Background: an optimization exercise with open tools, aiming at small area, a short achievable clock period and few clock cycles per item. Do not read the settings as production practice. No functional check of the RTL was part of any run shown here. No activity file was given, so power comes from the tool's default toggle rates.

--- flow/design.v ---
module radio_mode_fsm #(
    parameter [7:0]  CHANNEL_RESET = 8'h0B,
    parameter [15:0] CCACFG_RESET  = 16'h0000
) (
    input  wire        clk,
    input  wire        rst,             
    input  wire        in_valid,
    output wire        in_ready,
    input  wire        in_kind,         
    input  wire [31:0] in_word,
    input  wire [31:0] in_arg,
    input  wire        in_abortable,    
    input  wire        in_ack_req,      
    input  wire [31:0] pool_handle,
    output wire        pool_take,
    output wire        rsp_valid,
    output wire [31:0] rsp_word,
    output wire        out_valid,
    output wire [31:0] out_w0,
    output wire [31:0] out_w1,
    output wire [1:0]  need,
    output reg  [7:0]  hw_channel,
    output reg  [15:0] hw_cca,
    output wire [7:0]  fault
);
    localparam [4:0] ST_DIS   = 5'b00_000, ST_SLEEP = 5'b00_001,
                     ST_WT    = 5'b01_000, ST_WRF   = 5'b01_001,
                     ST_RXH   = 5'b01_010, ST_RXF   = 5'b01_011,
                     ST_ED    = 5'b01_100, ST_CCA   = 5'b01_101,
                     ST_TXACK = 5'b10_000, ST_CCATX = 5'b10_001,
                     ST_TXF   = 5'b10_010, ST_RXACK = 5'b10_011,
                     ST_CC    = 5'b10_100;
    localparam [3:0] E_RXS  = 4'd0,  E_TXC  = 4'd1,  E_AM0  = 4'd2,  E_AM1  = 4'd3,
                     E_RXC0 = 4'd4,  E_RXC1 = 4'd5,  E_ACK0 = 4'd6,  E_ACK1 = 4'd7,
                     E_ATO  = 4'd8,  E_EDC  = 4'd9,  E_CCA0 = 4'd10, E_CCA1 = 4'd11,
                     E_DIS  = 4'd12, E_TSG  = 4'd13, E_TSR  = 4'd14;
    localparam [2:0] R_TX = 3'd0, R_RX = 3'd1, R_ED = 3'd2, R_EDAB = 3'd3,
                     R_CCA = 3'd4, R_CCAAB = 3'd5;
    reg  [4:0]  state;
    reg         ts_granted;
    reg  [31:0] rx_buffer;
    reg         rx_none;             
    reg         pending_rx;
    reg         resume;
    reg         job_ack_req;
    reg  [31:0] job_frame;           
    reg  [7:0]  cfg_channel;
    reg         pending_channel;
    reg  [15:0] cfg_cca;
    reg         pending_cca;
    reg         cs_held;
    reg  [2:0]  fault_r;
    reg  [3:0]  evq [0:15];
    reg  [4:0]  evq_tail;            
    reg  [3:0]  evq_head;
    reg         ed_held;             
    reg  [7:0]  energy;
    reg         ready_r;
    reg         take_r;
    reg         rsp_v;
    reg  [3:0]  rsp_lo;
    reg  [3:0]  rsp_hi;
    reg         rec_v;
    reg  [2:0]  rec_type;
    reg  [7:0]  rec_lo;
    assign in_ready  = ready_r;
    assign pool_take = take_r;
    assign rsp_valid = rsp_v;
    assign rsp_word  = {24'd0, rsp_hi, rsp_lo};
    assign out_valid = rec_v;
    assign out_w0    = {5'b10000, rec_type, 16'd0, rec_lo};
    assign out_w1    = job_frame;
    assign need      = state[4:3];
    assign fault     = {5'd0, fault_r};
    wire queued  = (evq_tail != 5'd0);
    wire stopped = (fault_r != 3'd0);
    wire drain   = !stopped && !take_r && !cs_held && queued;
    wire accept  = in_valid && ready_r;
    wire last    = ({1'b0, evq_head} + 5'd1 == evq_tail);    
    wire [7:0] opc  = in_word[31:24];
    wire z23_8 = (in_word[23:8] == 16'd0);
    wire z7_1  = (in_word[7:1] == 7'd0);
    wire b0    = in_word[0];
    reg        ev_ok;
    reg  [3:0] ev_code;
    always @* begin
        ev_ok   = 1'b1;
        ev_code = E_ACK0;
        case (opc)
            8'h40: begin ev_code = E_RXS;  ev_ok = z23_8 && z7_1 && !b0; end
            8'h41: begin ev_code = b0 ? E_AM1 : E_AM0;   ev_ok = z23_8 && z7_1; end
            8'h42: begin ev_code = b0 ? E_RXC1 : E_RXC0; ev_ok = z23_8 && z7_1; end
            8'h43: begin ev_code = E_TXC;  ev_ok = z23_8 && z7_1 && !b0; end
            8'h44: begin ev_code = b0 ? E_ACK1 : E_ACK0; ev_ok = z23_8 && z7_1; end
            8'h45: begin ev_code = E_ATO;  ev_ok = z23_8 && z7_1 && !b0; end
            8'h46: begin ev_code = E_EDC;  ev_ok = z23_8; end
            8'h47: begin ev_code = b0 ? E_CCA1 : E_CCA0; ev_ok = z23_8 && z7_1; end
            8'h48: begin ev_code = E_DIS;  ev_ok = z23_8 && z7_1 && !b0; end
            8'h60: begin ev_code = E_TSG;  ev_ok = z23_8 && z7_1 && !b0; end
            8'h61: begin ev_code = E_TSR;  ev_ok = z23_8 && z7_1 && !b0; end
            default: ev_ok = 1'b0;
        endcase
    end
    reg cmd_ok;
    always @* begin
        case (opc)
            8'h01, 8'h02, 8'h04, 8'h05, 8'h06, 8'h08, 8'h09, 8'h0A, 8'h0B,
            8'h0E, 8'h0F: cmd_ok = z23_8 && z7_1 && !b0;
            8'h03:        cmd_ok = z23_8 && z7_1;
            8'h10:        cmd_ok = z23_8;
            8'h11:        cmd_ok = in_word[23:16] == 8'd0;
            default:      cmd_ok = 1'b0;
        endcase
    end
    wire needs_cs  = (opc >= 8'h01 && opc <= 8'h06) || (opc >= 8'h08 && opc <= 8'h0B);
    wire arg_zero  = (in_arg == 32'd0);
    wire pool_zero = (pool_handle == 32'd0);
    reg  [2:0] step_fault;
    always @* begin
        step_fault = 3'd0;
        if (in_kind) begin
            if (!ev_ok)
                step_fault = 3'd1;
            else if (cs_held && evq_tail[4])
                step_fault = 3'd6;
        end else begin
            if (!cmd_ok)
                step_fault = 3'd1;
            else if ((opc == 8'h03 || opc == 8'h09) && arg_zero)
                step_fault = 3'd7;
            else if (needs_cs && !cs_held)
                step_fault = 3'd2;
            else if (opc == 8'h0E && cs_held)
                step_fault = 3'd3;
            else if (opc == 8'h0F && !cs_held)
                step_fault = 3'd4;
        end
    end
    wire faulting = accept && (step_fault != 3'd0);
    wire recv_active = (state == ST_WRF) || (state == ST_RXH) ||
                       (state == ST_RXF) || (state == ST_TXACK);
    wire tx_family   = (state == ST_CCATX) || (state == ST_TXF) || (state == ST_RXACK);
    reg  [3:0] state_code;           
    always @* begin
        case (state)
            ST_DIS:   state_code = 4'd0;
            ST_SLEEP: state_code = 4'd1;
            ST_WT:    state_code = 4'd2;
            ST_WRF:   state_code = 4'd3;
            ST_RXH:   state_code = 4'd4;
            ST_RXF:   state_code = 4'd5;
            ST_TXACK: state_code = 4'd6;
            ST_CCATX: state_code = 4'd7;
            ST_TXF:   state_code = 4'd8;
            ST_RXACK: state_code = 4'd9;
            ST_ED:    state_code = 4'd10;
            ST_CCA:   state_code = 4'd11;
            default:  state_code = 4'd12;
        endcase
    end
    reg  [4:0]  n_state;
    reg         n_ts;
    reg         n_rx_none;
    reg         n_pending_rx;
    reg         n_resume;
    reg         n_job_ack_req;
    reg  [31:0] n_job_frame;
    reg  [7:0]  n_cfg_channel;
    reg         n_pending_channel;
    reg  [15:0] n_cfg_cca;
    reg         n_pending_cca;
    reg         n_cs;
    reg         ld_buf_arg;
    reg         ld_buf_pool;
    reg         enq, deq;
    reg         ld_energy;
    reg         take;
    reg         rsp;
    reg  [3:0]  n_rsp_lo;
    reg  [3:0]  n_rsp_hi;
    reg         rec;
    reg  [2:0]  n_rec_type;
    reg  [7:0]  n_rec_lo;
    reg         do_ev;
    reg  [3:0]  ec;
    reg  [7:0]  ev_energy;
    reg         erl;                 
    reg         erl_fresh;           
    reg         erl_ts;
    reg         cj;                  
    reg  [1:0]  cj_o;
    reg         settle;
    reg  [1:0]  probe;               
    reg         bz;
    always @* begin
        n_state           = state;
        n_ts              = ts_granted;
        n_rx_none         = rx_none;
        n_pending_rx      = pending_rx;
        n_resume          = resume;
        n_job_ack_req     = job_ack_req;
        n_job_frame       = job_frame;
        n_cfg_channel     = cfg_channel;
        n_pending_channel = pending_channel;
        n_cfg_cca         = cfg_cca;
        n_pending_cca     = pending_cca;
        n_cs              = cs_held;
        ld_buf_arg        = 1'b0;
        ld_buf_pool       = 1'b0;
        enq               = 1'b0;
        deq               = 1'b0;
        ld_energy         = 1'b0;
        take              = 1'b0;
        rsp               = 1'b0;
        n_rsp_lo          = 4'd1;
        n_rsp_hi          = 4'd0;
        rec               = 1'b0;
        n_rec_type        = R_TX;
        n_rec_lo          = 8'd0;
        do_ev             = 1'b0;
        ec                = evq[evq_head];
        ev_energy         = energy;
        erl               = 1'b0;
        erl_fresh         = 1'b0;
        erl_ts            = ts_granted;
        cj                = 1'b0;
        cj_o              = 2'd0;
        settle            = 1'b0;
        bz                = 1'b0;
        if (recv_active)
            probe = 2'd0;
        else if (state == ST_SLEEP)
            probe = ts_granted ? 2'd0 : 2'd2;
        else if (state == ST_WT)
            probe = resume ? 2'd1 : (ts_granted ? 2'd0 : 2'd2);
        else
            probe = 2'd1;
        if (drain) begin
            do_ev = 1'b1;
            deq   = 1'b1;
        end else if (accept && in_kind) begin
            if (cs_held) begin
                enq = 1'b1;
                ld_energy = (opc[2:0] == 3'd6) && !ed_held;
            end else begin
                do_ev     = 1'b1;
                ec        = ev_code;
                ev_energy = in_word[7:0];
            end
        end else if (accept) begin
            settle = 1'b1;
            rsp    = 1'b1;
            case (opc[4:0])
                5'h01: begin                                     
                    if ((state == ST_WT && !resume) || state == ST_WRF ||
                        (state == ST_RXH && in_abortable)) begin
                        n_pending_rx = 1'b0;
                        n_resume     = 1'b0;
                        n_state      = ST_DIS;
                    end else
                        n_rsp_lo = 4'd2;
                end
                5'h02: begin                                     
                    if (state == ST_SLEEP || state == ST_CC ||
                        (state == ST_WT && resume))
                        erl = 1'b1;
                    else if (!(state == ST_WT || recv_active))
                        n_rsp_lo = 4'd2;
                end
                5'h03: begin                                     
                    if (state == ST_WRF || state == ST_RXH || state == ST_RXF) begin
                        n_job_frame   = in_arg;
                        n_job_ack_req = in_ack_req;
                        n_state       = in_word[0] ? ST_CCATX : ST_TXF;
                    end else if (state == ST_WT)
                        n_rsp_lo = 4'd4;
                    else
                        n_rsp_lo = 4'd2;
                end
                5'h04, 5'h05, 5'h06: begin                       
                    if (probe == 2'd0) begin
                        n_pending_rx = 1'b0;
                        n_resume     = 1'b0;
                        n_state      = (opc[1:0] == 2'd0) ? ST_ED :
                                       (opc[1:0] == 2'd1) ? ST_CCA : ST_CC;
                    end else if (probe == 2'd2)
                        n_rsp_lo = 4'd4;
                    else
                        n_rsp_lo = 4'd2;
                end
                5'h08: n_rsp_hi = state_code;                    
                5'h09: begin                                     
                    if (pending_rx && state == ST_WT) begin
                        ld_buf_arg   = 1'b1;
                        n_rx_none    = 1'b0;
                        n_pending_rx = 1'b0;
                        if (ts_granted)
                            n_state = ST_WRF;
                        n_rsp_lo = 4'd9;
                    end
                end
                5'h0A: n_pending_channel = 1'b1;
                5'h0B: n_pending_cca     = 1'b1;
                5'h0E: n_cs              = 1'b1;
                5'h0F: begin                                     
                    n_cs = 1'b0;
                    if (queued) begin
                        do_ev = 1'b1;
                        deq   = 1'b1;
                    end
                end
                5'h10: n_cfg_channel = in_word[7:0];
                5'h11: n_cfg_cca     = in_word[15:0];
                default: ;
            endcase
        end
        if (do_ev) begin
            settle = 1'b1;
            case (ec)
                E_RXS:  if (state == ST_WRF) n_state = ST_RXH;
                E_AM0:  if (state == ST_RXH) n_state = ST_WRF;
                E_AM1:  if (state == ST_RXH) n_state = ST_RXF;
                E_RXC0, E_RXC1:
                    if (state == ST_RXF) begin
                        rec         = 1'b1;
                        n_rec_type  = R_RX;
                        n_job_frame = rx_buffer;
                        if (ec == E_RXC1) begin
                            n_rx_none = 1'b1;
                            n_state   = ST_TXACK;
                        end else begin
                            erl         = 1'b1;
                            erl_fresh   = 1'b1;
                            ld_buf_pool = 1'b1;
                        end
                    end
                E_TXC:
                    if (state == ST_TXF) begin
                        if (job_ack_req)
                            n_state = ST_RXACK;
                        else
                            cj = 1'b1;
                    end else if (state == ST_TXACK)
                        erl = 1'b1;
                E_ACK1: if (state == ST_RXACK) cj = 1'b1;
                E_ATO:
                    if (state == ST_RXACK) begin
                        cj   = 1'b1;
                        cj_o = 2'd2;
                    end
                E_EDC:
                    if (state == ST_ED) begin
                        rec        = 1'b1;
                        n_rec_type = R_ED;
                        n_rec_lo   = ev_energy;
                        erl        = 1'b1;
                    end
                E_CCA0, E_CCA1:
                    if (state == ST_CCATX) begin
                        if (ec == E_CCA1) begin
                            cj   = 1'b1;
                            cj_o = 2'd1;
                        end else
                            n_state = ST_TXF;
                    end else if (state == ST_CCA) begin
                        rec        = 1'b1;
                        n_rec_type = R_CCA;
                        n_rec_lo   = {7'd0, ec == E_CCA1};
                        erl        = 1'b1;
                    end
                E_DIS:  if (state == ST_DIS) n_state = ST_SLEEP;
                E_TSG: begin
                    n_ts   = 1'b1;
                    erl_ts = 1'b1;
                    if (state == ST_WT) begin
                        if (resume) begin
                            n_resume = 1'b0;
                            n_state  = ST_CC;
                        end else if (!pending_rx)
                            erl = 1'b1;
                    end
                end
                E_TSR: begin
                    n_ts   = 1'b0;
                    erl_ts = 1'b0;
                    if (state == ST_DIS)
                        n_state = ST_SLEEP;
                    else if (recv_active)
                        erl = 1'b1;
                    else if (state == ST_ED) begin
                        rec        = 1'b1;
                        n_rec_type = R_EDAB;
                        erl        = 1'b1;
                    end else if (state == ST_CCA) begin
                        rec        = 1'b1;
                        n_rec_type = R_CCAAB;
                        erl        = 1'b1;
                    end else if (tx_family) begin
                        cj   = 1'b1;
                        cj_o = 2'd3;
                    end else if (state == ST_CC) begin
                        n_resume = 1'b1;
                        n_state  = ST_WT;
                    end
                end
                default: ;
            endcase
            if (cj) begin
                rec        = 1'b1;
                n_rec_type = R_TX;
                n_rec_lo   = {6'd0, cj_o};
                erl        = 1'b1;
            end else if (rec && n_rec_type != R_RX)
                n_job_frame = 32'd0;
        end
        if (erl) begin
            bz           = erl_fresh || rx_none;
            take         = bz;
            n_rx_none    = bz && pool_zero;
            n_pending_rx = bz && pool_zero;
            n_state      = (!(bz && pool_zero) && erl_ts) ? ST_WRF : ST_WT;
            n_resume     = 1'b0;
        end
        if (settle && (n_state == ST_SLEEP || n_state == ST_WT || n_state == ST_WRF)) begin
            n_pending_channel = 1'b0;
            n_pending_cca     = 1'b0;
        end
    end
    wire upd_channel = n_pending_channel == 1'b0 && (pending_channel ||
                       (settle && accept && !in_kind && opc[4:0] == 5'h0A));
    wire upd_cca     = n_pending_cca == 1'b0 && (pending_cca ||
                       (settle && accept && !in_kind && opc[4:0] == 5'h0B));
    wire [4:0] n_tail = deq ? (last ? 5'd0 : evq_tail) : (enq ? evq_tail + 5'd1 : evq_tail);
    wire n_ready = !(accept && step_fault != 3'd0) && !stopped && !(take && !faulting) &&
                   (n_cs || n_tail == 5'd0);
    always @(posedge clk) begin
        if (rst) begin
            state           <= ST_SLEEP;
            ts_granted      <= 1'b0;
            rx_none         <= 1'b1;
            pending_rx      <= 1'b0;
            resume          <= 1'b0;
            cfg_channel     <= CHANNEL_RESET;
            hw_channel      <= CHANNEL_RESET;
            pending_channel <= 1'b0;
            cfg_cca         <= CCACFG_RESET;
            hw_cca          <= CCACFG_RESET;
            pending_cca     <= 1'b0;
            cs_held         <= 1'b0;
            fault_r         <= 3'd0;
            evq_tail        <= 5'd0;
            evq_head        <= 4'd0;
            ed_held         <= 1'b0;
            ready_r         <= 1'b1;
            take_r          <= 1'b0;
            rsp_v           <= 1'b0;
            rec_v           <= 1'b0;
        end else begin
            state           <= n_state;
            ts_granted      <= n_ts;
            rx_none         <= n_rx_none;
            pending_rx      <= n_pending_rx;
            resume          <= n_resume;
            cfg_channel     <= n_cfg_channel;
            pending_channel <= n_pending_channel;
            cfg_cca         <= n_cfg_cca;
            pending_cca     <= n_pending_cca;
            cs_held         <= n_cs;
            if (accept)
                fault_r <= step_fault;
            ready_r         <= n_ready;
            take_r          <= take && !faulting;
            rsp_v           <= rsp && !faulting;
            rec_v           <= rec && !faulting;
            if (upd_channel)
                hw_channel <= cfg_channel;
            if (upd_cca)
                hw_cca <= cfg_cca;
            evq_tail <= n_tail;
            if (ld_energy)
                ed_held <= 1'b1;
            if (deq) begin
                if (last) begin
                    evq_head <= 4'd0;
                    ed_held  <= 1'b0;
                end else
                    evq_head <= evq_head + 4'd1;
            end
        end
    end
    always @(posedge clk) begin
        job_ack_req <= n_job_ack_req;
        job_frame   <= n_job_frame;
        rsp_lo      <= n_rsp_lo;
        rsp_hi      <= n_rsp_hi;
        rec_type    <= n_rec_type;
        rec_lo      <= n_rec_lo;
        if (ld_buf_arg)
            rx_buffer <= in_arg;
        else if (rx_none || ld_buf_pool)
            rx_buffer <= pool_handle;
        if (ld_energy)
            energy <= in_word[7:0];
        if (enq)
            evq[evq_tail[3:0]] <= ev_code;
    end
endmodule
--- flow/run.sh ---
#!/bin/bash
# synth_recipe.tcl (not shown) runs the flow's synth.tcl, then flattens the netlist and writes it again
# the make line also repeats each setting of config.mk as NAME=value (left out here)
make -C /OpenROAD-flow-scripts/flow DESIGN_CONFIG=/design/flow/config.mk WORK_HOME=/design/flow/orfs CLKGATE_MAP_FILE= SYNTH_SCRIPT=/design/flow/synth_recipe.tcl finish
--- flow/config.mk ---
export PLATFORM = sky130hd
export DESIGN_NAME = radio_mode_fsm
export DESIGN_NICKNAME = radio_mode_fsm
export VERILOG_FILES = /design/flow/design.v
export SDC_FILE = /design/flow/constraint.sdc
export NUM_CORES = 4
export LEC_CHECK = 0
export CAP_MARGIN = 20
export CORE_MARGIN = 2
export CORE_UTILIZATION = 40
export PLACE_DENSITY = 0.6
export SETUP_SLACK_MARGIN = 4.5
export SLEW_MARGIN = 20
--- flow/constraint.sdc ---
create_clock -name core_clock -period 8.0 [get_ports {clk}]
set_input_delay 1.6000 -clock core_clock [delete_from_list [all_inputs] [get_ports {clk}]]
set_output_delay 1.6000 -clock core_clock [all_outputs]
set_load 0.01 [all_outputs]
==> results of run 1 <==
==> what timing repair did <==
action,in CTS,in global routing
gates cloned,13,2
hold buffers,0,0
hold endpoints to repair,0,0
endpoints found under the setup margin,228,147
gates resized for setup,249,71
buffers inserted,77,28
pin swaps,45,37
==> final cells by class <==
type	instances	area [um2]
Inverter	17	71.3
Sequential cell	237	5800
Fill cell	2707	13700
Clock buffer	35	758
Timing Repair Buffer	317	3280
Multi-Input combinational cell	958	7180
Clock inverter	15	113
Tap cell	402	503
==> power by group through the flow <==
| stage | clock [mW] | sequential (mW) | combinational, mW |
|---|---|---|---|
| after floorplan | 0 | 1.33 | 0.180 |
| after global placement | 0 | 1.33 | 0.301 |
| after detailed placement | 0 | 1.33 | 0.301 |
| after CTS | 1.24 | 1.31 | 0.375 |
| after global routing | 1.29 | 1.31 | 0.435 |
| final | 1.21 | 1.31 | 0.412 |
==> stage by stage <==
step                      instance area (um2)  setup slack, ns  power [mW]
after floorplan                         13000             3.17        1.51
after global placement                  14700             1.68        1.63
after detailed placement                14700             1.58        1.63
after CTS                               17100             3.87        2.92
after global routing                    17700             3.58        3.03
final                                   17700             3.76        2.93
==> layer usage <==
metal,global-route usage,vias to the layer above,part of all wire
li1,-,5249,-
met1,0.340,5473,0.41
met2,0.399,661,0.46
met3,0.0580,107,0.096
met4,0.0806,0,0.032
met5,0,-,0
==> cell families (layout without fill, tap and decap cells) <==
| family | Yosys count | after routing | share of synthesized area |
|---|---|---|---|
| other cells | 2 | 50 | 0.000593 |
| xor+xnor | 11 | 11 | 0.00761 |
| fa+ha+maj | 6 | 6 | 0.00573 |
| flops | 237 | 237 | 0.458 |
| mux | 126 | 128 | 0.118 |
| buf+inv | 154 | 384 | 0.0663 |
| compound gates | 290 | 293 | 0.159 |
| simple gates | 467 | 470 | 0.186 |
==> worst max-delay path, cell delays in order <==
cell       delay (ns)
bufbuf_16        0.24
nor4b_1          0.39
a221oi_2         0.08
and2_4           0.20
nor3_4           0.25
nor2_4           0.13
a311oi_4         0.39
a41oi_2          0.24
a211oi_4         0.25
o311ai_4         0.15
buf_12           0.16
a221oi_4         0.28
buf_12           0.17
mux2i_1          0.18
==> state kept, by name (all words and copies together), names as in the netlist, 3 cells and up, named ones only <==
name	count
cfg_cca	16
cfg_channel	8
energy	8
evq	64
evq_head	4
evq_tail	5
fault_r	3
hw_cca	16
hw_channel	8
job_frame	32
rec_lo	8
rec_type	3
rsp_hi	4
rsp_lo	4
rx_buffer	32
state	5
==> worst max-delay path by stage <==
stage	from	endpoint	cells after the start	slack [ns]
final	in_word[25]	hw_channel[4]	14	3.76
after global routing	in_word[25]	hw_channel[6]	14	3.58
after CTS	in_word[25]	hw_channel[4]	14	3.87
after detailed placement	in_word[26]	hw_cca[7]	13	1.58
after global placement	in_word[26]	hw_cca[2]	13	1.68
after floorplan	in_word[26]	hw_channel[0]	12	3.17
==> layout by cell type (no fill, tap or decap), types with 30 or more instances in the layout <==
cell type / count
o22ai_1: 34
nand2b_1: 53
mux2i_1: 78
nor3_1: 30
a21oi_1: 80
buf_4: 96
nor2_1: 113
clkbuf_16: 31
nand2_1: 94
edfxtp_1: 105
dfxtp_1: 130
clkdlybuf4s50_1: 169
conb_1: 50
mux2_2: 35
==> impl_metrics.xml, run 1 <==
<?xml version="1.0" encoding="UTF-8"?>
<metrics>
  <group name="status">
    <metric name="outcome" unit="">finished clean</metric>
  </group>
  <group name="synthesis">
    <metric name="synth_top_cells_by_area" unit="">edfxtp_1 (25%), dfxtp_1 (21%), mux2i_1 (6.2%), a21oi_1 (3.8%), nor2_1 (3.7%)</metric>
    <metric name="synth_sequential_area_ratio" unit="">0.458</metric>
    <metric name="syn-instance-count" unit="">1293</metric>
    <metric name="synth.most_common_cell" unit="">dfxtp_1</metric>
    <metric name="synth_top_cell_by_area" unit="">edfxtp_1</metric>
    <metric name="yosys_most_used_dff" unit="">dfxtp_1</metric>
    <metric name="post-synth-top-area-fraction" unit="">0.249</metric>
    <metric name="commonest_cells_post_synth" unit="">dfxtp_1 (132), nor2_1 (126), edfxtp_1 (105)</metric>
    <metric name="synth.lib_cells_used.distinct" unit="">92</metric>
    <metric name="synth-edff-count" unit="">105</metric>
    <metric name="synth_async_sr_flop_share" unit="">0</metric>
    <metric name="yosysWarningCount" unit="">1</metric>
    <metric name="ys_seq_elements" unit="">237</metric>
    <metric name="synthesized_area_divided_by_synthesized_cell_count" unit="um2">9.79</metric>
    <metric name="post_synth_instance_area" unit="um2">12700</metric>
  </group>
  <group name="global_route">
    <metric name="grt_first_pass_wirelength" unit="um">64600</metric>
    <metric name="antenna_found_initial" unit="">0</metric>
    <metric name="grt_start_max_net_pins" unit="">90</metric>
    <metric name="grt_pass1_vias" unit="">10830</metric>
    <metric name="global_route.usage.total" unit="">0.251</metric>
    <metric name="globalRoute.totalOverflow" unit="">0</metric>
  </group>
  <group name="finish">
    <metric name="final_util" unit="">0.564</metric>
    <metric name="flow.area_growth_from_synthesis" unit="%">39.8</metric>
    <metric name="num-nets-final" unit="">1665</metric>
    <metric name="post_route_insts_no_fill" unit="">1981</metric>
    <metric name="drive_above_1_share" unit="">0.248</metric>
    <metric name="antenna_cells_inserted" unit="">0</metric>
  </group>
  <group name="clocking">
    <metric name="worst_skew_pair_latency" unit="ns">0.54</metric>
    <metric name="cts_inserted_buffers" unit="">27</metric>
    <metric name="cts_max_level" unit="">1</metric>
    <metric name="cts.reportedPaths.clkPinSlew" unit="ns">0.06</metric>
    <metric name="clock_path_buffers" unit="">3</metric>
    <metric name="clock_sink_count" unit="">237</metric>
    <metric name="root_buffer" unit="">clkbuf_16</metric>
    <metric name="tritoncts" unit="">done</metric>
  </group>
  <group name="sta">
    <metric name="unrepaired_setup_endpoints_after_global_routing" unit="">true</metric>
    <metric name="worst_hold_slack" unit="ns">0.456</metric>
    <metric name="finalMaxSlewViolations" unit="">0</metric>
    <metric name="fin_tns_setup" unit="ns">0</metric>
    <metric name="worst_slew_margin_rel" unit="">0.276</metric>
    <metric name="hold_viol" unit="">0</metric>
    <metric name="slew_worst_pin" unit="ns">1.08</metric>
    <metric name="clock-skew-final" unit="ns">0.0162</metric>
    <metric name="setup_violations" unit="">0</metric>
    <metric name="timing.fmax" unit="GHz">0.236</metric>
    <metric name="time_the_final_worst_path_needs_with_i_o_delays_and_setup" unit="ns">4.24</metric>
    <metric name="min_period_over_period" unit="">0.530</metric>
  </group>
  <group name="hold_path">
    <metric name="timing.hold.worst.class" unit="">reg -&gt; reg</metric>
    <metric name="hold_depth" unit="">2</metric>
    <metric name="hp-start" unit="">cfg_cca[9]</metric>
    <metric name="holdPathEnd" unit="">cfg_cca[9]</metric>
  </group>
  <group name="power_and_ir_drop">
    <metric name="comb_power_share" unit="">0.141</metric>
    <metric name="internal_power_summed_over_all_cells" unit="mW">2.18</metric>
    <metric name="share_seq_of_total_power" unit="">0.446</metric>
    <metric name="switching_component_of_the_power" unit="mW">0.747</metric>
    <metric name="power_density" unit="nW/um2">166</metric>
    <metric name="clock_power_share" unit="">0.413</metric>
    <metric name="p_sw_frac" unit="">0.255</metric>
    <metric name="vdd_ir_drop_max" unit="mV">0.146</metric>
    <metric name="total_leakage_power" unit="nW">6.19</metric>
  </group>
  <group name="worst_setup_path">
    <metric name="worstPathMaxFanout" unit="">8</metric>
    <metric name="critical_path.startpoint_type" unit="">primary input</metric>
    <metric name="cp_data_required_time" unit="ns">8.47</metric>
    <metric name="regToRegSetupSlack" unit="ns">3.89</metric>
    <metric name="critical_path.endpoint_type" unit="">flip-flop</metric>
    <metric name="worst-setup-path-type" unit="">in -&gt; reg</metric>
    <metric name="timing.rr.end" unit="">hw_channel[4]</metric>
    <metric name="worst_r2r_path_depth" unit="">11</metric>
    <metric name="crit_arrival" unit="ns">4.71</metric>
  </group>
  <group name="route">
    <metric name="post_drt_via_cell_ratio" unit="">5.80</metric>
    <metric name="route.vias.total" unit="">11490</metric>
    <metric name="detail_route.wl_per_cell" unit="um">21.9</metric>
    <metric name="drcViolationCount" unit="">0</metric>
    <metric name="detailedRoute.firstPassIterationCount" unit="">6</metric>
    <metric name="wl" unit="um">43400</metric>
    <metric name="drtIter0Drc" unit="">1185</metric>
    <metric name="ant_nets" unit="">0</metric>
  </group>
  <group name="die">
    <metric name="core.rowCount" unit="">65</metric>
    <metric name="core" unit="um2">31400</metric>
    <metric name="die_height" unit="um">182</metric>
    <metric name="die_x" unit="um">182</metric>
    <metric name="fp.dieArea" unit="um2">33100</metric>
    <metric name="initial_utilization" unit="">0.403</metric>
    <metric name="design.portCount" unit="">236</metric>
  </group>
  <group name="place">
    <metric name="portBuffers" unit="">185</metric>
    <metric name="globalplace.congestion" unit="">0.912</metric>
    <metric name="dp_cells" unit="">1811</metric>
    <metric name="hpwl" unit="um">27800</metric>
  </group>
  <group name="flow_run">
    <metric name="number_of_max_capacitance_violations_reported" unit="">0</metric>
  </group>
</metrics>
==> inputs of run 2 (changes only) <==
--- a/flow/config.mk
+++ b/flow/config.mk
@@ -9,5 +9,4 @@
 export CORE_MARGIN = 2
 export CORE_UTILIZATION = 40
 export PLACE_DENSITY = 0.6
-export SETUP_SLACK_MARGIN = 4.5
 export SLEW_MARGIN = 20
==> impl_metrics.xml, run 2 <==
<?xml version="1.0" encoding="UTF-8"?>
<metrics>
  <group name="status">
    <metric name="outcome" unit="">finished clean</metric>
  </group>
  <group name="route">
    <metric name="detailedRoute.firstPassIterationCount" unit="">5</metric>
    <metric name="drcViolationCount" unit="">0</metric>
    <metric name="detail_route.wl_per_cell" unit="um">20.7</metric>
    <metric name="ant_nets" unit="">0</metric>
    <metric name="post_drt_via_cell_ratio" unit="">5.70</metric>
    <metric name="drtIter0Drc" unit="">795</metric>
    <metric name="route.vias.total" unit="">10599</metric>
    <metric name="wl" unit="um">38500</metric>
  </group>
  <group name="hold_path">
    <metric name="holdPathEnd" unit="">cfg_cca[8]</metric>
    <metric name="hold_depth" unit="">2</metric>
    <metric name="hp-start" unit="">cfg_cca[8]</metric>
    <metric name="timing.hold.worst.class" unit="">reg -&gt; reg</metric>
  </group>
  <group name="synthesis">
    <metric name="synthesized_area_divided_by_synthesized_cell_count" unit="um2">9.79</metric>
    <metric name="synth_top_cell_by_area" unit="">edfxtp_1</metric>
    <metric name="commonest_cells_post_synth" unit="">dfxtp_1 (132), nor2_1 (126), edfxtp_1 (105)</metric>
    <metric name="post-synth-top-area-fraction" unit="">0.249</metric>
    <metric name="synth_top_cells_by_area" unit="">edfxtp_1 (25%), dfxtp_1 (21%), mux2i_1 (6.2%), a21oi_1 (3.8%), nor2_1 (3.7%)</metric>
    <metric name="synth-edff-count" unit="">105</metric>
    <metric name="synth_sequential_area_ratio" unit="">0.458</metric>
    <metric name="synth_async_sr_flop_share" unit="">0</metric>
    <metric name="synth.most_common_cell" unit="">dfxtp_1</metric>
    <metric name="post_synth_instance_area" unit="um2">12700</metric>
    <metric name="synth.lib_cells_used.distinct" unit="">92</metric>
    <metric name="yosysWarningCount" unit="">1</metric>
    <metric name="ys_seq_elements" unit="">237</metric>
    <metric name="yosys_most_used_dff" unit="">dfxtp_1</metric>
    <metric name="syn-instance-count" unit="">1293</metric>
  </group>
  <group name="power_and_ir_drop">
    <metric name="comb_power_share" unit="">0.103</metric>
    <metric name="finalPower" unit="mW">2.93</metric>
    <metric name="switching_component_of_the_power" unit="mW">0.697</metric>
    <metric name="total_leakage_power" unit="nW">5.26</metric>
    <metric name="share_seq_of_total_power" unit="">0.446</metric>
    <metric name="internal_power_summed_over_all_cells" unit="mW">2.23</metric>
    <metric name="clock_power_share" unit="">0.451</metric>
    <metric name="p_sw_frac" unit="">0.238</metric>
    <metric name="vdd_ir_drop_max" unit="mV">0.142</metric>
    <metric name="power_density" unit="nW/um2">188</metric>
  </group>
  <group name="sta">
    <metric name="hold_viol" unit="">0</metric>
    <metric name="clock-skew-final" unit="ns">0.0226</metric>
    <metric name="fin_tns_setup" unit="ns">0</metric>
    <metric name="timing.fmax" unit="GHz">0.164</metric>
    <metric name="setup_violations" unit="">0</metric>
    <metric name="time_the_final_worst_path_needs_with_i_o_delays_and_setup" unit="ns">6.08</metric>
    <metric name="finalMaxSlewViolations" unit="">0</metric>
    <metric name="slew_worst_pin" unit="ns">1.03</metric>
    <metric name="min_period_over_period" unit="">0.761</metric>
    <metric name="unrepaired_setup_endpoints_after_global_routing" unit="">false</metric>
    <metric name="worst_slew_margin_rel" unit="">0.310</metric>
  </group>
  <group name="worst_setup_path">
    <metric name="timing.critical_path.cells" unit="">clkdlybuf4s50_1 -&gt; nor4_1 -&gt; a211oi_1 -&gt; and2_1 -&gt; nor3_1 -&gt; nor2_1 -&gt; a311oi_4 -&gt; a41oi_1 -&gt; a211oi_2 -&gt; o311ai_4 -&gt; a21oi_4 -&gt; mux2i_1</metric>
    <metric name="worst-setup-path-type" unit="">in -&gt; reg</metric>
    <metric name="timing.rr.start" unit="">evq_tail[0]</metric>
    <metric name="critical_path.startpoint_type" unit="">primary input</metric>
    <metric name="crit_arrival" unit="ns">6.56</metric>
    <metric name="critical_path.endpoint_type" unit="">flip-flop</metric>
    <metric name="worstPathMaxFanout" unit="">27</metric>
    <metric name="cp_data_required_time" unit="ns">8.48</metric>
    <metric name="regToRegSetupSlack" unit="ns">2.84</metric>
    <metric name="critPathSlowestCell" unit="">clkdlybuf4s50_1</metric>
    <metric name="critPathTopFamily" unit="">compound AO/OA/AOI/OAI gates</metric>
    <metric name="critPathMaxStageDelay" unit="ns">0.88</metric>
    <metric name="worst_r2r_path_depth" unit="">14</metric>
    <metric name="timing.rr.end" unit="">hw_cca[4]</metric>
    <metric name="cp.buffers_inverters" unit="">1</metric>
  </group>
  <group name="clocking">
    <metric name="clock_sink_count" unit="">237</metric>
    <metric name="post_cts_hold_buffer_count" unit="">0</metric>
    <metric name="root_buffer" unit="">clkbuf_16</metric>
    <metric name="cts_inserted_buffers" unit="">27</metric>
    <metric name="tritoncts" unit="">done</metric>
    <metric name="worst_skew_pair_latency" unit="ns">0.56</metric>
    <metric name="cts_max_level" unit="">1</metric>
    <metric name="cts.reportedPaths.clkPinSlew" unit="ns">0.06</metric>
    <metric name="postCtsSetupBuffers" unit="">0</metric>
    <metric name="postCtsResizedCells" unit="">0</metric>
    <metric name="clock_path_buffers" unit="">3</metric>
  </group>
  <group name="global_route">
    <metric name="grt_start_max_net_pins" unit="">90</metric>
    <metric name="antenna_found_initial" unit="">2</metric>
    <metric name="globalRoute.totalOverflow" unit="">0</metric>
    <metric name="global_route.usage.total" unit="">0.227</metric>
    <metric name="grt_pass1_vias" unit="">10335</metric>
    <metric name="grt_first_pass_wirelength" unit="um">59100</metric>
  </group>
  <group name="die">
    <metric name="fp.dieArea" unit="um2">33100</metric>
    <metric name="core" unit="um2">31400</metric>
    <metric name="core.rowCount" unit="">65</metric>
    <metric name="initial_utilization" unit="">0.403</metric>
    <metric name="die_height" unit="um">182</metric>
    <metric name="design.portCount" unit="">236</metric>
    <metric name="die_x" unit="um">182</metric>
  </group>
  <group name="flow_run">
    <metric name="number_of_max_capacitance_violations_reported" unit="">0</metric>
  </group>
  <group name="place">
    <metric name="portBuffers" unit="">185</metric>
    <metric name="hpwl" unit="um">27700</metric>
    <metric name="globalplace.congestion" unit="">0.907</metric>
  </group>
  <group name="finish">
    <metric name="flow.area_growth_from_synthesis" unit="%">22.8</metric>
    <metric name="most-common-layout-cells" unit="">clkdlybuf4s50_1 (184), dfxtp_1 (132), nor2_1 (126)</metric>
    <metric name="largest_reg_flops" unit="">64</metric>
    <metric name="num-nets-final" unit="">1543</metric>
    <metric name="layout_commonest_cell" unit="">clkdlybuf4s50_1</metric>
    <metric name="drive_above_1_share" unit="">0.0933</metric>
  </group>
</metrics>
[run 2: cell counts after synthesis]
No cell type changed its count.
[run 2: cell families (layout without fill, tap and decap cells)]
family | after synthesis | count (layout) | synth area share
AOI/OAI and AO/OA | 290 | 290 | 0.159
xor gates and xnor gates | 11 | 11 | 0.00761
adders and majority gates | 6 | 6 | 0.00573
buffers and inverters | 154 | 270 | 0.0663
DFF | 237 | 237 | 0.458
muxes | 126 | 126 | 0.118
other | 2 | 51 | 0.000593
and+or+nand+nor | 467 | 467 | 0.186
[run 2: worst max-delay path by stage]
stage,start,endpoint,cells past startpoint
floorplan,in_word[26],hw_channel[0],12
global placement,in_word[26],hw_cca[13],12
detailed placement,in_word[26],hw_cca[4],12
CTS,in_word[26],hw_cca[4],12
global route,in_word[26],hw_cca[4],12
finish,in_word[26],hw_cca[4],12
[run 2: final cells by class]
cell class / count / area, um2
multi-input combinational: 950 / 6240
clock buffer: 42 / 832
timing repair buffer: 203 / 1980
inverter: 17 / 63.8
clock inverter: 8 / 134
antenna: 1 / 2.50
tap: 402 / 503
sequential: 237 / 5800
fill: 2861 / 15800
[run 2: worst min-delay path, cell delays in order (launching register included)]
cell and delay, ns:
dfxtp_1 0.31, nand2_1 0.05, a21oi_1 0.05
[run 2: layer usage]
metal  vias up  global-route usage  part of all wire
li1       4991                   -                 -
met1      5081               0.306              0.44
met2       454               0.368              0.46
met3        71              0.0521             0.084
met4         2              0.0600             0.024
met5         -                   0           0.00034
[run 2: power by group through the flow]
stage	logic (mW)	registers (mW)	clock network, mW
floorplan	0.173	1.33	0
global placement	0.297	1.33	0
detailed placement	0.298	1.33	0
CTS	0.299	1.30	1.35
global route	0.327	1.31	1.39
finish	0.303	1.30	1.32
[run 2: per-stage QoR]
step,std cells,utilization,setup slack [ns],hold WS (ns),instance area [um2]
after global placement,1809,0.464,1.56,0.443,14600
final,1860,0.495,1.92,0.456,15600
after CTS,1859,0.495,2.03,0.456,15500
after detailed placement,1809,0.464,1.46,0.449,14600
after global routing,1860,0.495,1.53,0.476,15600
after floorplan,1341,-,2.92,0.433,12800
==> inputs of run 3 (changes only) <==
==> flow/flow/run.sh (new file) <==
#!/bin/bash
# The standard layout (standard.sh), with every port buffered by a
# sky130_fd_sc_hd__buf_1 instead of the cell buffer_ports picks by default.
set -euo pipefail
export BUFFER_PORTS_ARGS="-buffer_cell sky130_fd_sc_hd__buf_1"
bash standard.sh > standard.log 2>&1
==> flow/standard.sh (new file) <==
#!/bin/bash
# synth_recipe.tcl (not shown) runs the flow's synth.tcl, then flattens the netlist and writes it again
# the make line also repeats each setting of config.mk as NAME=value (left out here)
make -C /OpenROAD-flow-scripts/flow DESIGN_CONFIG=/design/flow/config.mk WORK_HOME=/design/flow/orfs CLKGATE_MAP_FILE= SYNTH_SCRIPT=/design/flow/synth_recipe.tcl "${@:-finish}"
removed: flow/run.sh
==> impl_metrics.xml, run 3 <==
<?xml version="1.0" encoding="UTF-8"?>
<metrics>
  <group name="synthesis">
    <metric name="synth_top_cells_by_area" unit="">edfxtp_1 (25%), dfxtp_1 (21%), mux2i_1 (6.2%), a21oi_1 (3.8%), nor2_1 (3.7%)</metric>
    <metric name="synth.lib_cells_used.distinct" unit="">92</metric>
    <metric name="yosys_most_used_dff" unit="">dfxtp_1</metric>
    <metric name="post_synth_instance_area" unit="um2">12700</metric>
    <metric name="yosysWarningCount" unit="">1</metric>
    <metric name="commonest_cells_post_synth" unit="">dfxtp_1 (132), nor2_1 (126), edfxtp_1 (105)</metric>
    <metric name="synth_top_cell_by_area" unit="">edfxtp_1</metric>
    <metric name="syn-instance-count" unit="">1293</metric>
    <metric name="synth_sequential_area_ratio" unit="">0.458</metric>
    <metric name="ys_seq_elements" unit="">237</metric>
    <metric name="synth_async_sr_flop_share" unit="">0</metric>
    <metric name="post-synth-top-area-fraction" unit="">0.249</metric>
    <metric name="synth-edff-count" unit="">105</metric>
    <metric name="synth.most_common_cell" unit="">dfxtp_1</metric>
    <metric name="synthesized_area_divided_by_synthesized_cell_count" unit="um2">9.79</metric>
  </group>
  <group name="clocking">
    <metric name="clock_sink_count" unit="">237</metric>
    <metric name="worst_skew_pair_latency" unit="ns">0.54</metric>
    <metric name="cts_inserted_buffers" unit="">27</metric>
    <metric name="cts_max_level" unit="">1</metric>
    <metric name="cts.reportedPaths.clkPinSlew" unit="ns">0.06</metric>
    <metric name="postCtsSetupBuffers" unit="">0</metric>
    <metric name="post_cts_hold_buffer_count" unit="">0</metric>
    <metric name="root_buffer" unit="">clkbuf_16</metric>
    <metric name="tritoncts" unit="">done</metric>
    <metric name="postCtsResizedCells" unit="">0</metric>
    <metric name="clock_path_buffers" unit="">3</metric>
  </group>
  <group name="worst_setup_path">
    <metric name="timing.rr.start" unit="">state[3]</metric>
    <metric name="worst-setup-path-type" unit="">in -&gt; reg</metric>
    <metric name="critPathMaxStageDelay" unit="ns">0.69</metric>
    <metric name="worstPathMaxFanout" unit="">23</metric>
    <metric name="cp.buffers_inverters" unit="">1</metric>
    <metric name="timing.critical_path.cells" unit="">buf_1 -&gt; nor2b_1 -&gt; a221oi_1 -&gt; and2_1 -&gt; nor3_1 -&gt; nor2_1 -&gt; a311oi_4 -&gt; a41oi_1 -&gt; a211oi_2 -&gt; o311ai_4 -&gt; a21oi_4 -&gt; mux2i_1</metric>
    <metric name="critical_path.startpoint_type" unit="">primary input</metric>
    <metric name="crit_arrival" unit="ns">6.34</metric>
    <metric name="worst_r2r_path_depth" unit="">11</metric>
    <metric name="timing.rr.end" unit="">hw_cca[6]</metric>
    <metric name="cp_data_required_time" unit="ns">8.46</metric>
    <metric name="critical_path.endpoint_type" unit="">flip-flop</metric>
    <metric name="critPathTopFamily" unit="">compound AO/OA/AOI/OAI gates</metric>
    <metric name="regToRegSetupSlack" unit="ns">3.07</metric>
    <metric name="critPathSlowestCell" unit="">nor2b_1</metric>
  </group>
  <group name="global_route">
    <metric name="globalRouteMet3Util" unit="">0.0367</metric>
    <metric name="globalRoute.totalOverflow" unit="">0</metric>
    <metric name="global_route.usage.met1" unit="">0.303</metric>
    <metric name="grt_start_max_net_pins" unit="">90</metric>
    <metric name="global_route.usage.total" unit="">0.221</metric>
    <metric name="grt_first_pass_wirelength" unit="um">57800</metric>
    <metric name="gr-max-usage-layer" unit="">met2</metric>
    <metric name="grt_pass1_vias" unit="">10133</metric>
    <metric name="met2_usage" unit="">0.361</metric>
    <metric name="antenna_found_initial" unit="">0</metric>
  </group>
  <group name="route">
    <metric name="drtIter0Drc" unit="">781</metric>
    <metric name="ant_nets" unit="">0</metric>
    <metric name="detail_route.wl_per_cell" unit="um">20.1</metric>
    <metric name="post_drt_via_cell_ratio" unit="">5.72</metric>
    <metric name="route.vias.total" unit="">10652</metric>
    <metric name="wl" unit="um">37400</metric>
    <metric name="drcViolationCount" unit="">0</metric>
    <metric name="detailedRoute.firstPassIterationCount" unit="">6</metric>
  </group>
  <group name="hold_path">
    <metric name="holdPathEnd" unit="">cfg_cca[11]</metric>
    <metric name="hp-start" unit="">cfg_cca[11]</metric>
    <metric name="timing.hold.worst.class" unit="">reg -&gt; reg</metric>
    <metric name="hold_depth" unit="">2</metric>
  </group>
  <group name="sta">
    <metric name="hold_viol" unit="">0</metric>
    <metric name="finalWorstSetupSlack" unit="ns">2.12</metric>
    <metric name="worst_hold_slack" unit="ns">0.454</metric>
    <metric name="min_period_over_period" unit="">0.735</metric>
    <metric name="clock-skew-final" unit="ns">0.0136</metric>
    <metric name="setup_violations" unit="">0</metric>
    <metric name="fin_tns_setup" unit="ns">0</metric>
    <metric name="unrepaired_setup_endpoints_after_global_routing" unit="">false</metric>
    <metric name="finalMaxSlewViolations" unit="">0</metric>
    <metric name="worst_slew_margin_rel" unit="">0.259</metric>
    <metric name="slew_worst_pin" unit="ns">1.11</metric>
    <metric name="time_the_final_worst_path_needs_with_i_o_delays_and_setup" unit="ns">5.88</metric>
    <metric name="timing.fmax" unit="GHz">0.170</metric>
  </group>
  <group name="flow_run">
    <metric name="number_of_max_capacitance_violations_reported" unit="">0</metric>
  </group>
  <group name="power_and_ir_drop">
    <metric name="total_leakage_power" unit="nW">4.79</metric>
    <metric name="vdd_ir_drop_max" unit="mV">0.126</metric>
    <metric name="power_density" unit="nW/um2">197</metric>
  </group>
  <group name="finish">
    <metric name="final_util" unit="">0.458</metric>
    <metric name="drive_above_1_share" unit="">0.0953</metric>
    <metric name="nFillCells" unit="">2998</metric>
    <metric name="largest_reg_flops" unit="">64</metric>
    <metric name="num-nets-final" unit="">1545</metric>
    <metric name="antenna_cells_inserted" unit="">0</metric>
    <metric name="layout_commonest_cell" unit="">buf_1</metric>
    <metric name="flow.area_growth_from_synthesis" unit="%">13.6</metric>
    <metric name="most-common-layout-cells" unit="">buf_1 (184), dfxtp_1 (132), nor2_1 (126)</metric>
  </group>
  <group name="die">
    <metric name="design.portCount" unit="">236</metric>
    <metric name="initial_utilization" unit="">0.403</metric>
    <metric name="core" unit="um2">31400</metric>
    <metric name="die_x" unit="um">182</metric>
    <metric name="fp.dieArea" unit="um2">33100</metric>
    <metric name="die_height" unit="um">182</metric>
    <metric name="core.rowCount" unit="">65</metric>
  </group>
  <group name="place">
    <metric name="hpwl" unit="um">27000</metric>
    <metric name="globalplace.congestion" unit="">0.929</metric>
    <metric name="portBuffers" unit="">185</metric>
    <metric name="dpl_worst_slack" unit="ns">1.71</metric>
  </group>
  <group name="status">
    <metric name="outcome" unit="">finished clean</metric>
  </group>
</metrics>
run 3: layout make-up:
class                   count  area (um2)  area share
well taps                 402         503      0.0350
inverters                  17        63.8     0.00444
multi-input cells         950        6240       0.434
clock inverters            14         138     0.00957
repair buffers            205         846      0.0588
clock buffers              36         803      0.0558
flip-flops and latches    237        5800       0.403
run 3: per-stage QoR:
stage | std cells | total power [mW] | area (um2)
detailed placement | 1811 | 1.58 | 13400
CTS | 1861 | 2.86 | 14400
floorplan | 1341 | 1.51 | 12800
global route | 1861 | 2.94 | 14400
global placement | 1811 | 1.58 | 13400
finish | 1861 | 2.84 | 14400
run 3: worst max-delay path by stage:
stage	from	endpoint	cells past startpoint
5_1_grt	in_word[25]	hw_cca[4]	12
3_5_place_dp	in_word[25]	hw_cca[6]	12
3_3_place_gp	in_word[28]	hw_cca[15]	12
2_1_floorplan	in_word[26]	hw_channel[0]	12
6_report	in_word[25]	hw_cca[6]	12
4_1_cts	in_word[28]	hw_cca[6]	12
run 3: report_power, final:
part           total [mW]  leakage [nW]  switching, mW  internal (mW)
Sequential           1.30          2.10         0.0142           1.29
Clock                1.28         0.464          0.507          0.773
Combinational       0.254          2.23          0.174         0.0808
Total                2.84          4.79          0.695           2.14
run 3: cells by family (layout without fill, tap and decap cells):
family / count (synthesis) / in the layout / share of synthesized area
buffers and inverters: 154 / 272 / 0.0663
xor gates and xnor gates: 11 / 11 / 0.00761
AOI/OAI and AO/OA: 290 / 290 / 0.159
and+or+nand+nor: 467 / 467 / 0.186
DFF: 237 / 237 / 0.458
muxes: 126 / 126 / 0.118
other: 2 / 50 / 0.000593
adders and majority gates: 6 / 6 / 0.00573
run 3: routing by layer:
layer	routed length, um	part of all wire
met1	16400	0.44
met2	17300	0.46
met3	2770	0.074
met4	944	0.025
met5	0	0
run 3: tightest hold or removal path, cell delays in order, from the launching register on:
cell and delay [ns]:
dfxtp_1 0.31, nand2_1 0.05, a21oi_1 0.05

==> static timing again, ports no longer ideal <==
No port has a modelled driver above. Below, the same layouts with a new extraction and two added sets of constraints.
Step 1 (the two cells are an assumption about what drives the block):
set clk [get_ports {clk}]
set_driving_cell -lib_cell sky130_fd_sc_hd__clkbuf_16 $clk
set_driving_cell -lib_cell sky130_fd_sc_hd__buf_2 [delete_from_list [all_inputs] $clk]
Step 2 moves the port delays by t, midway between the first and last clock arrival at a register: inputs arrive t later, outputs are due t later. That takes back most of the time a late clock gives input paths.
Slacks: ideal ports / drivers / drivers and shift; pairs: ideal ports / drivers.
| run | t (ns) | slack for setup (ns) | worst setup path after step 2 | latest minus earliest clock arrival (ns) | cell pins on the clock port's net |
|---|---|---|---|---|---|
| run 1 | 0.588 | 3.759 / 3.640 / 3.052 | input to register | 0.017 / 0.016 | 1 |
| run 2 | 0.597 | 1.915 / 1.908 / 1.311 | input to register | 0.022 / 0.022 | 1 |
| run 3 | 0.580 | 2.122 / 2.103 / 1.523 | input to register | 0.014 / 0.014 | 1 |
After both steps setup and hold are still met in every run listed. The setup slack of run 1, which loses most, moves by -0.119 ns with the drivers and by -0.707 ns with both steps.
